What follows belongs to an exercise in optimizing a design on an open flow for small area, a short achievable clock period and few clock cycles; a production flow would make more cautious choices.
Where RTL was checked, it was by simulation tests only, not by an equivalence proof against the original.
Power is estimated from default activity; no workload was simulated.

## build 36
## psiframe_pkt
module psiframe_pkt (
  input  wire        clk,
  input  wire        rst,             
  input  wire        cmd_valid,
  input  wire [63:0] cmd,
  output wire        cmd_ready,
  output wire        ev_valid,
  output wire [9:0]  ev,
  output wire [41:0] ev_pcr,
  input  wire        ev_ready,
  output wire        idle,
  output wire [63:0] st
);
==> flow/config.mk <==
export PLATFORM = sky130hd
export DESIGN_NAME = psiframe_pkt
export DESIGN_NICKNAME = psiframe_pkt
export VERILOG_FILES = /design/flow/design.v
export SDC_FILE = /design/flow/constraint.sdc
export NUM_CORES = 4
export LEC_CHECK = 0
export CAP_MARGIN = 20
export CORE_MARGIN = 2
export CORE_UTILIZATION = 65
export SLEW_MARGIN = 20
==> flow/constraint.sdc <==
create_clock -name core_clock -period 10.0 [get_ports {clk}]
set_input_delay 2.0000 -clock core_clock [delete_from_list [all_inputs] [get_ports {clk}]]
set_output_delay 2.0000 -clock core_clock [all_outputs]
set_load 0.01 [all_outputs]
standard.sh (not shown) runs the stock make flow with config.mk's settings and CLKGATE_MAP_FILE= SYNTH_SCRIPT=/design/flow/synth_recipe.tcl, a recipe that flattens the netlist after the stock synthesis.
==> flow/flow/run.sh <==
#!/bin/bash
# Own layout flow: the standard synthesis unchanged (standard.sh synth),
# then the standard layout (standard.sh) with extra make settings:
#  - BUFFER_PORTS_ARGS: every input and output port still gets its buffer, but
#    a plain sky130_fd_sc_hd__buf_2 instead of the delay buffer picked by default;
#  - CTS_ARGS: ORFS's own clock-tree options with clkbuf_8 buffers, without the dummy loads that CTS
#    adds to even out its leaf buffers' loads.
# Each tool's full output stays in this folder: make's output in flow_*.log,
# and ORFS's per-step logs under orfs/logs/.
set -uo pipefail
MARGIN=$(cat flow/margin.txt 2>/dev/null || echo 6.5)
bash standard.sh synth > flow_synth.log 2>&1 || { tail -50 flow_synth.log; exit 1; }
bash standard.sh "SETUP_SLACK_MARGIN=$MARGIN" \
  "BUFFER_PORTS_ARGS=-buffer_cell sky130_fd_sc_hd__buf_2" \
  "CTS_ARGS=-sink_clustering_enable -repair_clock_nets -dont_use_dummy_load -buf_list sky130_fd_sc_hd__clkbuf_8" \
  finish > flow_layout.log 2>&1 || { tail -50 flow_layout.log; exit 1; }
tail -5 flow_layout.log
==> flow/flow/margin.txt <==
6.85
Edits applied to the flow inputs when going from build 36 to build 54:
==> flow/flow/margin.txt <==
6.75
- Build 36 went all the way through the flow, and no timing, DRC or antenna check failed.
- Having completed the whole flow, build 54 delivered a layout that passed the timing, DRC and antenna checks.
- Build 54 vs. build 36: final net count decreased by about 1.9% relative to the old numbers; clock buffer count from CTS decreased by 2 relative to the old numbers.
- Between build 54 and build 36, the depth of the critical timing path with buffers and inverters included is higher for build 54.
- Looking at worst hold slack, build 54 sits 0.012 ns lower than build 36 does.
- [build 54 vs build 36] worst setup slack: higher in build 54
- Against build 36, build 54 comes in 2 lower on layout clock buffer count.
Function was not checked in any run of this note: the RTL went through the layout flow alone.

* * *

Setup of JK:
psiframe_pkt, a different RTL version from the one above (not shown whole).
Size: ~1,500 cells after synthesis, roughly 430 flip-flops, about 190 I/O pins.
clock: 10.0 ns
lec_check: 0
cap_margin: 20
core_margin: 2
core_utilization: 65
slew_margin: 20
tns_end_percent: 0
==> flow/flow/margin.txt <==
6.85
Scripts as last shown in full above: flow/flow/run.sh
Testbench counts of JK, summed over its fixed seeds: cycles 233,424.
Edits applied to the flow inputs when going from JK to MS:
==> flow/flow/margin.txt <==
6.5
--- a/flow/config.mk
+++ b/flow/config.mk
@@ -9,4 +9,3 @@
 export CORE_MARGIN = 2
-export CORE_UTILIZATION = 65
+export CORE_UTILIZATION = 55
 export SLEW_MARGIN = 20
-export TNS_END_PERCENT = 0
--- outcome ---
Post-DP HPWL up 1.1 mm in MS wrt JK
Summary: with JK as the reference, number of ordinary and repair buffers in the finished layout in MS moved down by more than 10%.
When MS is measured against JK, its power share of the clock group turns out 1.5 points higher.
MS against JK: hold slack has decreased; shortest period the worst path allows has increased; count of pins over their slew limit has remained practically unchanged; adder and majority gate portion of the synthesized area has remained practically unchanged.
JK vs MS, start-to-end type of the worst setup path: in -> reg vs reg -> out
Input changes introduced in AL (baseline for comparison: MS):
==> flow/flow/margin.txt <==
6.75
--- a/flow/config.mk
+++ b/flow/config.mk
@@ -9,3 +9,3 @@
 export CORE_MARGIN = 2
-export CORE_UTILIZATION = 55
+export CORE_UTILIZATION = 65
 export SLEW_MARGIN = 20
==> comparison <==
Going from MS to AL, worst path arrival time increased by 2.23 ns relative to the old numbers, time the final worst path needs with I/O delays and setup now sits lower, via count rose about 4.6%.

[static timing again, ports no longer ideal]
How much do the figures lean on ideal ports? The routed layouts below were timed once more, with nothing changed but the port constraints. Step 1 sets driving cells, clkbuf_16 on the clock port and buf_2 on the other inputs (assumed; they add their load-dependent delay and slew). Step 2 adds t to the input delays and takes it off the output delays; t is the mean of the earliest and latest rising clock arrival at the registers after step 1. Input paths then give back, and output paths get back, about the clock's delay inside the block. a / b / c = ideal / step 1 / step 2; a / b = the first two.
run | t, ns | setup WS [ns] | hold WS [ns] | worst setup path after step 2 | worst slew at a driven data input, ns
build 36 | 0.595 | 6.702 / 6.717 / 6.122 | 0.285 / 0.285 / 0.285 | input to register | 0.07
build 54 | 0.603 | 6.712 / 6.719 / 6.117 | 0.272 / 0.272 / 0.272 | input to register | 0.07
JK | 0.623 | 6.699 / 6.689 / 6.087 | 0.267 / 0.267 / 0.267 | input to register | 0.04
MS | 0.598 | 6.571 / 6.524 / 6.013 | 0.262 / 0.262 / 0.262 | input to register | 0.03
AL | 0.596 | 6.759 / 6.736 / 6.198 | 0.284 / 0.284 / 0.284 | input to register | 0.04
After both steps setup and hold are still met in every run listed. The setup slack of JK, which loses most, moves by -0.010 ns with the drivers and by -0.612 ns with both steps.
